From an optimization exercise on the open Yosys and OpenROAD flow, aimed at small area, a short achievable clock period and few clock cycles; shortcuts taken in it are not production practice.
Power is estimated from default activity; no workload was simulated.

== red ==
// sdio_spi_engine
module sdio_spi_engine (
    input  wire        clk,
    input  wire        rst,             
    input  wire        op_valid,
    output wire        op_ready,
    input  wire [7:0]  op_sel,          
    input  wire [7:0]  op_index,
    input  wire [31:0] op_arg,
    input  wire [16:0] op_count,
    input  wire [9:0]  op_block_size,
    input  wire        op_mode,
    input  wire [1:0]  op_fn,
    input  wire [2:0]  op_width,
    output wire        res_valid,
    output wire [3:0]  res_code,
    output wire [7:0]  res_status,
    output wire [7:0]  res_stuff,
    output wire        ev_valid,
    output wire [2:0]  ev_kind,
    output reg  [7:0]  ev_tx,
    input  wire        ev_ready,
    input  wire [7:0]  ev_rx,
    input  wire        wd_valid,
    output wire        wd_ready,
    input  wire [7:0]  wd_data,
    output reg         rd_valid,
    output wire [7:0]  rd_data
);
Size: ~86 flip-flops, ~150 I/O pins.
clock: 5.0 ns
lec_check: 0
cap_margin: 20
core_margin: 2
core_utilization: 40
setup_slack_margin: 2.3
slew_margin: 20
standard.sh (not shown) runs the stock make flow with config.mk's settings and CLKGATE_MAP_FILE= SYNTH_SCRIPT=/design/flow/synth_recipe.tcl, a recipe that flattens the netlist after the stock synthesis.
==> flow/flow/run.sh <==
#!/bin/bash
# Layout flow: the standard ORFS flow, with the port buffers that
# buffer_ports inserts made from plain sky130_fd_sc_hd__buf_1 cells
# instead of the delay-buffer cell it picks by default. The make output
# of every step goes to standard.log; ORFS keeps each tool's own log
# under orfs/logs/.
set -euo pipefail
export BUFFER_PORTS_ARGS="-buffer_cell sky130_fd_sc_hd__buf_1"
bash standard.sh finish > standard.log 2>&1
## Diff of input files: blue against red
--- a/flow/design.v
+++ b/flow/design.v
@@ -55,26 +55,27 @@
     localparam [5:0] S_CS1   = {3'd0, 3'd0},    
                      S_CS0   = {3'd0, 3'd1},    
                      S_CTX   = {3'd0, 3'd2},    
                      S_PTOK  = {3'd1, 3'd2},    
                      S_PDAT  = {3'd2, 3'd2},    
                      S_PCRC  = {3'd3, 3'd2},    
                      S_PSTOP = {3'd4, 3'd2},    
+                     S_PLAST = {3'd5, 3'd2},    
                      S_RDY   = {3'd0, 3'd3},    
                      S_RESP  = {3'd1, 3'd3},    
                      S_STUFF = {3'd2, 3'd3},    
                      S_GTOK  = {3'd3, 3'd3},    
                      S_GPAY  = {3'd4, 3'd3},    
                      S_GCRC  = {3'd5, 3'd3},    
                      S_DRT   = {3'd6, 3'd3},    
                      S_FIN   = {3'd7, 3'd3},    
                      S_CRIT1 = {3'd0, 3'd4},
                      S_CRIT0 = {3'd0, 3'd5},
                      S_IDLE  = {3'd0, 3'd6},
-                     S_PWAIT = {3'd1, 3'd6},    
+                     S_PWAIT = {3'd4, 3'd7},    
                      S_DONE  = {3'd0, 3'd7};    
     localparam [2:0] R_SUCCESS       = 3'd0,
                      R_UNSPECIFIED   = 3'd1,
                      R_NOT_READY     = 3'd2,
                      R_INV_RESP      = 3'd3,
                      R_INV_RESP_DATA = 3'd4,
                      R_INV_CRC       = 3'd5,
@@ -111,28 +112,28 @@
             inc10[0] = ~a[0];
             for (i = 1; i < 10; i = i + 1)
                 inc10[i] = a[i] ^ ((a | ~((10'd1 << i) - 10'd1)) == 10'h3FF);
         end
     endfunction
     wire [16:0] rem_dec = dec17(rem);
     wire [9:0]  cnt_inc = inc10(cnt);
-    wire blk_last = (cnt == u[26:17]);         
+    wire blk_last = (cnt == 10'h3FE);
     wire is63 = idx[1];
     wire is53 = idx[0] & ~idx[1];
     reg fault;
     assign ev_valid = ~(state[2] & state[1]) & ~fault;
     assign ev_kind  = state[2:0];
-    assign op_ready = (state == S_IDLE);
-    assign res_valid = (state == S_DONE);
+    assign op_ready = (state[2:0] == 3'd6);       
+    assign res_valid = (state[2:0] == 3'd7) & ~state[5];    
     assign res_code  = {fault, res};
     assign res_status = u[15:8];
     assign res_stuff  = ev_tx;     
     assign rd_data   = ev_tx;      
     assign wd_ready  = (state == S_PWAIT) |
-                       (((state == S_PTOK) | ((state == S_PDAT) & ~blk_last)) & ev_ready);
+                       (((state == S_PTOK) | (state == S_PDAT)) & ev_ready);
     wire [5:0] ix = op_index[5:0];
     wire idx_ok   = (op_index[7:6] == 2'b00) &&
                     ((ix == 6'd0) || (ix[5:1] == 5'b11010) || (ix == 6'd63));
     wire bs_ok    = op_block_size[9] == (op_block_size[8:0] == 9'd0);
     wire width_ok = (op_width == 3'd1) || (op_width == 3'd2) || (op_width == 3'd4);
     wire fn_ok    = op_fn[1] ^ op_fn[0];
     wire cnt_nz   = (op_count != 17'd0);
@@ -172,15 +173,15 @@
                     case (cnt[2:0])
                         3'd0:    ev_tx <= fb1;
                         3'd1:    ev_tx <= fb2;
                         3'd2:    ev_tx <= fb3;
                         3'd3:    ev_tx <= fb4;
                         default: ev_tx <= fb5;
                     endcase
-                S_PDAT:  ev_tx <= crc16_nx[15:8];
+                S_PLAST: ev_tx <= crc16_nx[15:8];
                 S_PCRC:  ev_tx <= crc[7:0];
                 S_CRIT0: ev_tx <= 8'hFD;
                 default: ;
             endcase
         end
     end
     always @(posedge clk) begin
@@ -271,15 +272,15 @@
                 end
             end
             S_GTOK: begin
                 crc <= 16'hFE00;
                 if (ev_ready) begin
                     cnt <= cnt_inc;
                     if (ev_rx == 8'hFE) begin
-                        cnt   <= 10'd1;
+                        cnt   <= ~u[26:17];
                         state <= S_GPAY;
                     end else if (c_last199) begin
                         res   <= R_TIMEOUT;
                         state <= S_CS0;
                     end
                 end
             end
@@ -306,27 +307,27 @@
                     end else begin
                         cnt   <= 10'd0;
                         state <= S_GTOK;
                     end
                 end
             end
             S_PTOK: if (ev_ready) begin
-                cnt <= 10'd1;
-                state <= wd_valid ? S_PDAT : S_PWAIT;
+                cnt <= ~u[26:17];
+                state <= !wd_valid ? S_PWAIT : (u[26:17] == 10'd1) ? S_PLAST : S_PDAT;
             end
-            S_PWAIT: if (wd_valid) state <= S_PDAT;
+            S_PWAIT: if (wd_valid) state <= blk_last ? S_PLAST : S_PDAT;
             S_PDAT: if (ev_ready) begin
                 cnt <= cnt_inc;
                 crc <= crc16_nx;
-                if (blk_last) begin
-                    cnt   <= 10'd0;
-                    state <= S_PCRC;
-                end else if (!wd_valid) begin
-                    state <= S_PWAIT;
-                end
+                state <= !wd_valid ? S_PWAIT : (cnt == 10'h3FD) ? S_PLAST : S_PDAT;
+            end
+            S_PLAST: if (ev_ready) begin
+                crc   <= crc16_nx;
+                cnt   <= 10'd0;
+                state <= S_PCRC;
             end
             S_PCRC: if (ev_ready) begin
                 cnt   <= cnt_inc;
                 if (c_last1) state <= S_CRIT1;
             end
             S_CRIT1: if (ev_ready) begin
                 cnt   <= 10'd0;
==> notes.md <==
Going from red to blue, sequential-to-total area share from yosys stat shows an increase of 0.70 points; combinational group share of total power saw a decrease; synthesized area now sits lower; met3 demand-to-capacity share in global routing decreased by 0.19 points relative to the old numbers.
Relative to red, met1 global-route usage increased by 3.8 points in blue.
blue vs red, number of detailed-routing iterations run before antenna repair went down by 2.
Changes observed in blue relative to red: multi-input logic cell count climbed 9, proportion of total power due to net switching climbed 0.91 points, total power dropped about 12%, compound-gate portion of the synthesized area climbed 2.2 points, met2 wire length climbed about 0.7%.
Cell area: blue vs red down about 3.3%
Function was not checked in any run of this note: the RTL went through the layout flow alone.

---

Setup of trial 42:
Another version of the RTL of sdio_spi_engine (not shown whole).
Size in the first run: ~890 cells after synthesis, ~7600 um2 of cells after synthesis.
==> flow/design.v (excerpt) <==
module sdio_spi_engine (
    input  wire        clk,
    input  wire        rst,             
    input  wire        op_valid,
    output wire        op_ready,
    input  wire [7:0]  op_sel,          
    input  wire [7:0]  op_index,
    input  wire [31:0] op_arg,
    input  wire [16:0] op_count,
    input  wire [9:0]  op_block_size,
    input  wire        op_mode,
    input  wire [1:0]  op_fn,
    input  wire [2:0]  op_width,
    output wire        res_valid,
    output wire [3:0]  res_code,
    output wire [7:0]  res_status,
    output wire [7:0]  res_stuff,
    output wire        ev_valid,
    output wire [2:0]  ev_kind,
    output reg  [7:0]  ev_tx,
    input  wire        ev_ready,
    input  wire [7:0]  ev_rx,
    input  wire        wd_valid,
    output wire        wd_ready,
    input  wire [7:0]  wd_data,
    output reg         rd_valid,
    output wire [7:0]  rd_data
);
Settings: LEC_CHECK=0, CAP_MARGIN=20, CORE_MARGIN=2, CORE_UTILIZATION=40, SETUP_SLACK_MARGIN=2.3, SLEW_MARGIN=20; clock period 5.0 ns.
Scripts as last shown in full above: flow/flow/run.sh
Input-level comparison between trial 92 and trial 42:
diff --git a/flow/design.v b/flow/design.v
--- a/flow/design.v
+++ b/flow/design.v
@@ -112,13 +112,13 @@
             for (i = 1; i < 10; i = i + 1)
                 inc10[i] = a[i] ^ ((a | ~((10'd1 << i) - 10'd1)) == 10'h3FF);
         end
     endfunction
     wire [16:0] rem_dec = dec17(rem);
     wire [9:0]  cnt_inc = inc10(cnt);
-    wire blk_last = (cnt == 10'h3FE);
+    wire blk_last = (cnt_inc == u[26:17]);     
     wire is63 = idx[1];
     wire is53 = idx[0] & ~idx[1];
     reg fault;
     assign ev_valid = ~(state[2] & state[1]) & ~fault;
     assign ev_kind  = state[2:0];
     assign op_ready = (state == S_IDLE);
@@ -272,13 +272,13 @@
             end
             S_GTOK: begin
                 crc <= 16'hFE00;
                 if (ev_ready) begin
                     cnt <= cnt_inc;
                     if (ev_rx == 8'hFE) begin
-                        cnt   <= ~u[26:17];
+                        cnt   <= 10'd0;
                         state <= S_GPAY;
                     end else if (c_last199) begin
                         res   <= R_TIMEOUT;
                         state <= S_CS0;
                     end
                 end
@@ -307,13 +307,13 @@
                         cnt   <= 10'd0;
                         state <= S_GTOK;
                     end
                 end
             end
             S_PTOK: if (ev_ready) begin
-                cnt <= ~u[26:17];
+                cnt <= 10'd0;
                 state <= wd_valid ? S_PDAT : S_PWAIT;
             end
             S_PWAIT: if (wd_valid) state <= S_PDAT;
             S_PDAT: if (ev_ready) begin
                 cnt <= cnt_inc;
                 crc <= crc16_nx;
==> comparison <==
On initial core utilization, trial 42 and trial 92 are basically level.
Trial 92 was carried through to the last stage, and its layout satisfied the timing, DRC and antenna checks.
Diff trial 42 and trial 92: proportion of cell area spent on the clock network lower in trial 92
Maximum number of pins on one net before global-route repair for trial 92: about 32% up relative to trial 42
Trial 92 against trial 42: cell count along the critical path went up 7; number of cells upsized or downsized after cts down 29%.
First-pass GRT wire length across trial 42 and trial 92: no real change.
The area of the multi-input gates was comparable across trial 42 and trial 92.
Compared with trial 42, number of global-route vias before repair in trial 92 increased slightly.
The run showing the greater number of instances in the placed design is trial 92.
Switching part of the total (higher): trial 92
Delta (trial 92 minus trial 42): combinational power share climbed 3.8 points; share of final-layout standard cells stronger than drive strength 1 down 0.61 points; wire length on met3 lost 51 um.
No functional check of the RTL was part of any run of this note.

==> port drivers added, routing unchanged <==
The flow's constraints put no driver on any port. The routed layouts listed below were extracted and timed again, unchanged, in two steps. Step 1, drivers: a clkbuf_16 drives clk and a buf_2 each remaining input, both assumed. Step 2, shift: input delay + t, output delay - t, t = (earliest + latest rising clock arrival at the registers) / 2. This alone moves slack from input paths to output paths. a / b / c = ideal / step 1 / step 2; a / b = the first two.
run | t, ns | slack for setup (ns) | hold slack, ns
red | 0.392 | 2.121 / 2.086 / 1.909 | 0.662 / 0.662 / 0.662
blue | 0.404 | 2.278 / 2.269 / 1.865 | 0.512 / 0.512 / 0.512
trial 42 | 0.406 | 2.035 / 1.988 / 1.626 | 0.646 / 0.646 / 0.646
trial 92 | 0.395 | 1.142 / 1.098 / 1.479 | 0.520 / 0.520 / 0.520
After both steps every run listed still meets setup and hold. The setup slack of blue, which loses most, moves by -0.009 ns with the drivers and by -0.413 ns with both steps.
